Source: an optimization exercise on an open RTL-to-GDS flow (aim: small area). Production flows keep margins and buffers that such runs may drop.
In this exercise RTL edits were held to simulation tests only and were not proved equivalent to the original.
No activity file was given, so power comes from the tool's default toggle rates.

==> inputs of amber <==
==> flow/design.v <==
module bbtx (
    input  wire        clk,
    input  wire        rst,
    input  wire        cmd_valid,
    input  wire [39:0] cmd_word,
    output wire        cmd_ready,
    output reg         resp_valid,
    output reg         resp_err,
    output reg  [31:0] resp_data,
    input  wire        preempt,
    input  wire        miso,
    output reg         sck,
    output reg         mosi,
    output reg         sel,
    output reg         txd,
    output reg         irq_mask,
    output wire        busy
);
    reg [31:0] cnt;
    reg        inited;
    reg        yx;
    reg        dly;      
    reg        md;       
    wire [32:0] y = {yx, resp_data};
    wire [7:0]  opc = cmd_word[39:32];
    wire [31:0] f   = cmd_word[31:0];
    wire op_init  = (opc == 8'h01);
    wire op_now   = (opc == 8'h02) && (f == 32'd0);
    wire op_elap  = (opc == 8'h03);
    wire op_us    = (opc == 8'h10);
    wire op_ms    = (opc == 8'h11);
    wire op_wait  = (opc == 8'h20);
    wire op_xfer  = (opc == 8'h30) && (f[31:8] == 24'd0);
    wire op_send  = (opc == 8'h40) && (f[31:8] == 24'd0);
    wire op_pin   = (opc[7:1] == 7'h28) && (f[31:2] == 30'd0);
    wire legal    = op_init | op_now | op_elap | op_us | op_ms | op_wait |
                    op_xfer | op_send | op_pin;
    wire us_hang  = (f[31:26] != 6'd0);         
    wire ms_hang  = (f >= 32'd67109);           
    wire busy_w   = dly | irq_mask;
    assign busy      = busy_w;
    assign cmd_ready = ~busy_w & ~preempt & ~rst;
    wire acc      = cmd_valid & ~busy_w & ~preempt;
    wire stall    = preempt & ~irq_mask;
    wire [31:0] cnt_inc;
    wire [32:0] ic;
    assign ic[0] = 1'b1;
    genvar gj;
    generate
        for (gj = 0; gj < 32; gj = gj + 1) begin : g_inc
            assign cnt_inc[gj] = cnt[gj] ^ ic[gj];
            assign ic[gj+1]    = cnt[gj] & ic[gj];
        end
    endgenerate
    wire [31:0] d;
    wire [32:0] dc;
    assign dc[0] = 1'b1;
    genvar gi;
    generate
        for (gi = 0; gi < 32; gi = gi + 1) begin : g_sub
            assign d[gi]    = cnt[gi] ^ ~f[gi] ^ dc[gi];
            assign dc[gi+1] = (cnt[gi] & ~f[gi]) | (dc[gi] & (cnt[gi] | ~f[gi]));
        end
    endgenerate
    wire        sat  = &y[32:1];
    wire        c8   = irq_mask | (~sat & (&y[7:0]));
    wire [7:0]  ylo;
    wire [24:0] yhi;
    wire [33:0] yc;
    assign yc[0] = ~(irq_mask | sat);
    assign yc[8] = c8;
    generate
        for (gj = 0; gj < 33; gj = gj + 1) begin : g_yinc
            if (gj < 8) begin : g_lo
                assign ylo[gj] = y[gj] ^ yc[gj];
                if (gj < 7) begin : g_c
                    assign yc[gj+1] = y[gj] & yc[gj];
                end
            end else begin : g_hi
                assign yhi[gj-8] = y[gj] ^ yc[gj];
                assign yc[gj+1]  = y[gj] & yc[gj];
            end
        end
    endgenerate
    wire ovf      = &y[20:8];                  
    wire ms_ovf   = &y[15:0];
    wire sh_send  = irq_mask & ~md;
    wire sh_xfer  = irq_mask & md;
    wire send_ev  = sh_send & ovf;
    wire send_end = sh_send & (&y[25:8]);
    wire x_rise   = sh_xfer & ovf & y[21];
    wire x_fall   = sh_xfer & ovf & ~y[21];
    wire x_mos    = sh_xfer & (&y[20:9]) & ~y[8] & y[21];
    wire x_end    = x_mos & (&y[25:22]);
    wire d_hang   = md & resp_err;
    wire d_wait   = ~md & resp_err;
    wire d_ok     = d_wait ? ~yhi[23] : sat;
    wire d_end    = dly & ~d_hang & ~stall & d_ok;
    reg [32:0] yn;
    always @* begin
        yn = {yhi, ylo};
        if (dly & md & ms_ovf)
            yn[10:9] = 2'b11;                          
        if (send_ev)
            yn[20:8] = yn[20:8] | 13'd1526;            
        if (x_rise)
            yn[20:8] = yn[20:8] | 13'd7552;            
        if (x_fall)
            yn[20:8] = yn[20:8] | 13'd7551;            
        if (send_ev)
            yn[7:0] = {1'b1, y[7:1]};
        if (x_mos & ~x_end)
            yn[7:1] = y[6:0];
        if (x_fall)
            yn[0] = miso;
        if (d_end | send_end)
            yn[31:0] = 32'd0;
        if (x_end)
            yn[31:8] = 24'd0;
        if (acc) begin
            if (op_now | op_elap | op_wait)
                yn = {1'b0, d};
            else if (op_us)
                yn = {1'b1, ~f[25:0], 6'h3f};
            else if (op_ms)
                yn = {~f[16:0], 16'hffff};
            else if (op_xfer)
                yn = {7'd0, 5'd15, 13'd8190, f[7:0]};
            else if (op_send)
                yn = {7'd0, 5'd22, 13'd1526, f[7:0]};
            else
                yn = 33'd0;
        end
    end
    always @(posedge clk) begin
        cnt <= (acc & op_init & ~inited) ? f : cnt_inc;
        {yx, resp_data} <= yn;
        if (acc)
            md <= op_ms | op_xfer | (op_us & us_hang);
        if (rst) begin
            inited     <= 1'b0;
            dly        <= 1'b0;
            irq_mask   <= 1'b0;
            resp_valid <= 1'b0;
            sel        <= 1'b1;
            sck        <= 1'b0;
            txd        <= 1'b1;
            mosi       <= 1'b0;
        end else begin
            resp_valid <= d_end | send_end | x_end;
            if (d_end) begin
                dly      <= 1'b0;
                resp_err <= 1'b0;
            end
            if (send_end | x_end)
                irq_mask <= 1'b0;
            if (x_end)
                sel <= 1'b1;
            if (send_ev & ~send_end)
                txd <= y[0];
            if (x_mos & ~x_end)
                mosi <= y[7];
            if (x_rise)
                sck <= 1'b1;
            if (x_fall)
                sck <= 1'b0;
            if (acc) begin
                resp_err <= ~legal | op_wait | (op_us & us_hang) | (op_ms & ms_hang);
                if (op_init)
                    inited <= 1'b1;
                if (op_us | op_ms | op_wait)
                    dly <= 1'b1;
                if (op_init | op_now | op_elap | op_pin | ~legal)
                    resp_valid <= 1'b1;
                if (op_xfer | op_send)
                    irq_mask <= 1'b1;
                if (op_xfer)
                    sel <= 1'b0;
                if (op_send)
                    txd <= 1'b0;
                if (op_pin) begin
                    case (f[1:0])
                        2'd0: sck  <= ~opc[0];
                        2'd1: mosi <= ~opc[0];
                        2'd2: sel  <= ~opc[0];
                        2'd3: txd  <= ~opc[0];
                    endcase
                end
            end
        end
    end
endmodule
==> flow/flow/run.sh <==
#!/bin/bash
# Layout flow: the standard flow (standard.sh) with two changes:
#  - synthesis maps logic with ABC's area-oriented default script and with
#    full adders but not half adders extracted (everything else as
#    synth_recipe.tcl);
#  - port buffers use sky130_fd_sc_hd__buf_1;
#  - clock tree built from sky130_fd_sc_hd__clkbuf_8 without dummy loads.
set -euo pipefail
here=$PWD
# synthesis script: synth_recipe.tcl with the ABC call and adder extraction
# overridden before ORFS's synth.tcl is sourced
{
  head -n 1 synth_recipe.tcl
  sed "s|@ABC_SCRIPT@|$here/flow/area.abc|" flow/abc_override.tcl
  tail -n +2 synth_recipe.tcl
} > area_synth.tcl
bash standard.sh SYNTH_SCRIPT="$here/area_synth.tcl" \
  BUFFER_PORTS_ARGS="-buffer_cell sky130_fd_sc_hd__buf_1" \
  CTS_ARGS="-sink_clustering_enable -repair_clock_nets -dont_use_dummy_load -buf_list sky130_fd_sc_hd__clkbuf_8" \
  finish > standard_flow.log 2>&1
==> flow/flow/abc_override.tcl <==
# Map with an area-oriented ABC script, without the delay target and
# constraints; extract full adders only (no half adders).
proc abc {args} {
  set out {}
  set skip 0
  foreach a $args {
    if {$skip} { set skip 0; continue }
    if {$a eq "-script" || $a eq "-D" || $a eq "-constr"} { set skip 1; continue }
    lappend out $a
  }
  lappend out -script @ABC_SCRIPT@
  puts "abc override: $out"
  yosys abc {*}$out
}
proc extract_fa {args} { puts "extract_fa: full adders only"; yosys extract_fa -fa }
==> flow/flow/area.abc <==
strash
&get -n
&fraig -x
&put
scorr
dc2
dretime
strash
&get -n
&dch -f
&nf -R 1000
&put
strash
&get -n
&dch -f
&nf -R 1000
&put
==> flow/standard.sh <==
#!/bin/bash
# synth_recipe.tcl (not shown) runs the flow's synth.tcl, then flattens the netlist and writes it again
# the make line also repeats each setting of config.mk as NAME=value (left out here)
make -C /OpenROAD-flow-scripts/flow DESIGN_CONFIG=/design/flow/config.mk WORK_HOME=/design/flow/orfs CLKGATE_MAP_FILE= SYNTH_SCRIPT=/design/flow/synth_recipe.tcl "${@:-finish}"
==> flow/config.mk <==
export PLATFORM = sky130hd
export DESIGN_NAME = bbtx
export DESIGN_NICKNAME = bbtx
export VERILOG_FILES = /design/flow/design.v
export SDC_FILE = /design/flow/constraint.sdc
export NUM_CORES = 4
export LEC_CHECK = 0
export CAP_MARGIN = 0
export CORE_MARGIN = 2
export CORE_UTILIZATION = 70
export GPL_TIMING_DRIVEN = 0
export PLACE_DENSITY = 0.8
export SLEW_MARGIN = 0
==> flow/constraint.sdc <==
create_clock -name core_clock -period 15.625 [get_ports {clk}]
set_input_delay 3.1250 -clock core_clock [delete_from_list [all_inputs] [get_ports {clk}]]
set_output_delay 3.1250 -clock core_clock [all_outputs]
set_load 0.01 [all_outputs]
==> inputs of yarrow, as changes to amber <==
--- a/flow/design.v
+++ b/flow/design.v
@@ -43,44 +43,9 @@
     wire acc      = cmd_valid & ~busy_w & ~preempt;
     wire stall    = preempt & ~irq_mask;
-    wire [31:0] cnt_inc;
-    wire [32:0] ic;
-    assign ic[0] = 1'b1;
-    genvar gj;
-    generate
-        for (gj = 0; gj < 32; gj = gj + 1) begin : g_inc
-            assign cnt_inc[gj] = cnt[gj] ^ ic[gj];
-            assign ic[gj+1]    = cnt[gj] & ic[gj];
-        end
-    endgenerate
-    wire [31:0] d;
-    wire [32:0] dc;
-    assign dc[0] = 1'b1;
-    genvar gi;
-    generate
-        for (gi = 0; gi < 32; gi = gi + 1) begin : g_sub
-            assign d[gi]    = cnt[gi] ^ ~f[gi] ^ dc[gi];
-            assign dc[gi+1] = (cnt[gi] & ~f[gi]) | (dc[gi] & (cnt[gi] | ~f[gi]));
-        end
-    endgenerate
+    wire [31:0] d = cnt - f;
     wire        sat  = &y[32:1];
     wire        c8   = irq_mask | (~sat & (&y[7:0]));
-    wire [7:0]  ylo;
-    wire [24:0] yhi;
-    wire [33:0] yc;
-    assign yc[0] = ~(irq_mask | sat);
-    assign yc[8] = c8;
-    generate
-        for (gj = 0; gj < 33; gj = gj + 1) begin : g_yinc
-            if (gj < 8) begin : g_lo
-                assign ylo[gj] = y[gj] ^ yc[gj];
-                if (gj < 7) begin : g_c
-                    assign yc[gj+1] = y[gj] & yc[gj];
-                end
-            end else begin : g_hi
-                assign yhi[gj-8] = y[gj] ^ yc[gj];
-                assign yc[gj+1]  = y[gj] & yc[gj];
-            end
-        end
-    endgenerate
+    wire [7:0]  ylo  = (irq_mask | sat) ? y[7:0] : y[7:0] + 8'd1;
+    wire [24:0] yhi  = y[32:8] + {24'd0, c8};
     wire ovf      = &y[20:8];                  
     wire ms_ovf   = &y[15:0];
@@ -110,12 +75,12 @@
         if (send_ev)
             yn[7:0] = {1'b1, y[7:1]};
-        if (x_mos & ~x_end)
+        if (x_mos)
             yn[7:1] = y[6:0];
         if (x_fall)
             yn[0] = miso;
         if (d_end | send_end)
-            yn[31:0] = 32'd0;
+            yn = 33'd0;
         if (x_end)
-            yn[31:8] = 24'd0;
+            yn = {25'd0, y[7:0]};
         if (acc) begin
             if (op_now | op_elap | op_wait)
@@ -134,5 +99,5 @@
     end
     always @(posedge clk) begin
-        cnt <= (acc & op_init & ~inited) ? f : cnt_inc;
+        cnt <= (acc & op_init & ~inited) ? f : cnt + 32'd1;
         {yx, resp_data} <= yn;
         if (acc)
==> flow/flow/run.sh (replaced) <==
#!/bin/bash
# Layout flow: the standard flow (standard.sh) with two changes:
#  - synthesis maps logic with ABC's area-oriented default script and without
#    full/half-adder extraction (everything else as synth_recipe.tcl);
#  - port buffers use sky130_fd_sc_hd__buf_1.
set -euo pipefail
here=$PWD
# synthesis script: synth_recipe.tcl with the ABC call and adder extraction
# overridden before ORFS's synth.tcl is sourced
{
  head -n 1 synth_recipe.tcl
  sed "s|@ABC_SCRIPT@|$here/flow/area.abc|" flow/abc_override.tcl
  tail -n +2 synth_recipe.tcl
} > area_synth.tcl
bash standard.sh SYNTH_SCRIPT="$here/area_synth.tcl" \
  BUFFER_PORTS_ARGS="-buffer_cell sky130_fd_sc_hd__buf_1" finish > standard_flow.log 2>&1
==> flow/flow/abc_override.tcl (replaced) <==
# Map with an area-oriented ABC script, without the delay target and
# constraints; skip Yosys full/half-adder extraction.
proc abc {args} {
  set out {}
  set skip 0
  foreach a $args {
    if {$skip} { set skip 0; continue }
    if {$a eq "-script" || $a eq "-D" || $a eq "-constr"} { set skip 1; continue }
    lappend out $a
  }
  lappend out -script @ABC_SCRIPT@
  puts "abc override: $out"
  yosys abc {*}$out
}
proc extract_fa {args} { puts "extract_fa skipped" }
==> flow/flow/area.abc (replaced) <==
strash
&get -n
&fraig -x
&put
scorr
dc2
dretime
strash
&get -n
&dch -f
&nf -R 1000
&put
--- a/flow/config.mk
+++ b/flow/config.mk
@@ -6,8 +6,7 @@
 export NUM_CORES = 4
 export LEC_CHECK = 0
-export CAP_MARGIN = 0
+export CAP_MARGIN = 20
 export CORE_MARGIN = 2
 export CORE_UTILIZATION = 70
-export GPL_TIMING_DRIVEN = 0
 export PLACE_DENSITY = 0.8
-export SLEW_MARGIN = 0
+export SLEW_MARGIN = 20
==> inputs of pepper, as changes to amber <==
--- a/flow/design.v
+++ b/flow/design.v
@@ -110,12 +110,12 @@
         if (send_ev)
             yn[7:0] = {1'b1, y[7:1]};
-        if (x_mos & ~x_end)
+        if (x_mos)
             yn[7:1] = y[6:0];
         if (x_fall)
             yn[0] = miso;
         if (d_end | send_end)
-            yn[31:0] = 32'd0;
+            yn = 33'd0;
         if (x_end)
-            yn[31:8] = 24'd0;
+            yn = {25'd0, y[7:0]};
         if (acc) begin
             if (op_now | op_elap | op_wait)
==> flow/flow/area.abc (replaced) <==
strash
&get -n
&fraig -x
&put
scorr
dc2
dretime
strash
&get -n
&dch -f
&nf -R 1000
&put
--- a/flow/config.mk
+++ b/flow/config.mk
@@ -6,8 +6,7 @@
 export NUM_CORES = 4
 export LEC_CHECK = 0
-export CAP_MARGIN = 0
+export CAP_MARGIN = 20
 export CORE_MARGIN = 2
 export CORE_UTILIZATION = 70
-export GPL_TIMING_DRIVEN = 0
 export PLACE_DENSITY = 0.8
-export SLEW_MARGIN = 0
+export SLEW_MARGIN = 20
==> comparison table <==
Power Combinational: pepper 142 uW; amber 129 uW; yarrow 155 uW
Worst-Skew Late Latency: pepper 0.36 ns; amber 0.37 ns; yarrow 0.37 ns
Status: pepper no timing/DRC/antenna violations; amber no timing/DRC/antenna violations; yarrow no timing/DRC/antenna violations
Placed Instances: pepper 817; amber 819; yarrow 946
Met2 WL post-DR: pepper 6.96 mm; amber 6.78 mm; yarrow 7.82 mm
Layout-stage area growth over the synthesis result: pepper 12.6%; amber 12.2%; yarrow 13.2%
Violation count after the first detailed-route iteration: pepper 613; amber 741; yarrow 833
Largest net degree at the start of global routing: pepper 63; amber 34; yarrow 65
Post-Synthesis Cells: pepper 629; amber 636; yarrow 756
Design Power: pepper 511 uW; amber 483 uW; yarrow 587 uW
Total routing resource utilization after global routing: pepper 0.396; amber 0.402; yarrow 0.394
Multi-input gate share of total cell area: pepper 0.580; amber 0.595; yarrow 0.618
Grt met2 use: pepper 0.625; amber 0.616; yarrow 0.633
Worst min-delay path endpoint: pepper inited$_SDFFE_PP0P_; amber cnt[8]$_DFF_P_; yarrow inited$_SDFFE_PP0P_
Via count of the first global-routing pass: pepper 4706; amber 4883; yarrow 5684
Delay of the slowest cell on the worst path: pepper 0.41 ns; amber 0.42 ns; yarrow 0.44 ns
Clock buffer cells: pepper 9; amber 9; yarrow 11
Met3 Use GR: pepper 0.0830; amber 0.101; yarrow 0.0643
Proportion of total power due to net switching: pepper 0.343; amber 0.338; yarrow 0.345
Area of placed instances: pepper 5530 um2; amber 5460 um2; yarrow 5970 um2
Worst hold slack: pepper 0.508 ns; amber 0.533 ns; yarrow 0.545 ns
Routed via count: pepper 5428; amber 5524; yarrow 6493
Cell type with the highest occurrence count on the critical path: pepper sky130_fd_sc_hd__fa_1; amber sky130_fd_sc_hd__fa_1; yarrow sky130_fd_sc_hd__nor3_1
Post-Synth Adder-Cell Area: pepper 0.119; amber 0.121; yarrow 0.00546

## what the ideal ports hide
The flow's constraints put no driver on any port. The routed layouts listed below were extracted and timed again, unchanged, in two steps. Step 1 (the two cells are an assumption about what drives the block):
set clk [get_ports {clk}]
set_driving_cell -lib_cell sky130_fd_sc_hd__clkbuf_16 $clk
set_driving_cell -lib_cell sky130_fd_sc_hd__buf_2 [delete_from_list [all_inputs] $clk]
Step 2 adds t to the input delays and takes it off the output delays; t is the mean of the earliest and latest rising clock arrival at the registers after step 1. Input paths then give back, and output paths get back, about the clock's delay inside the block. Slacks: no drivers / after step 1 / after step 2; pairs: no drivers / after step 1.
| run | shift t [ns] | slack for setup (ns) | worst register clock-pin slew, ns | pins driven straight from the clock port |
|---|---|---|---|---|
| amber | 0.386 | 0.410 / 0.421 / 0.036 | 0.10 / 0.10 | 1 |
| yarrow | 0.396 | 6.006 / 6.019 / 5.623 | 0.09 / 0.09 | 1 |
| pepper | 0.379 | 0.380 / 0.392 / 0.014 | 0.09 / 0.09 | 1 |
After both steps every run listed still meets setup and hold. For yarrow, which loses most, drivers alone change the setup slack by +0.013 ns; drivers and shift together by -0.383 ns.
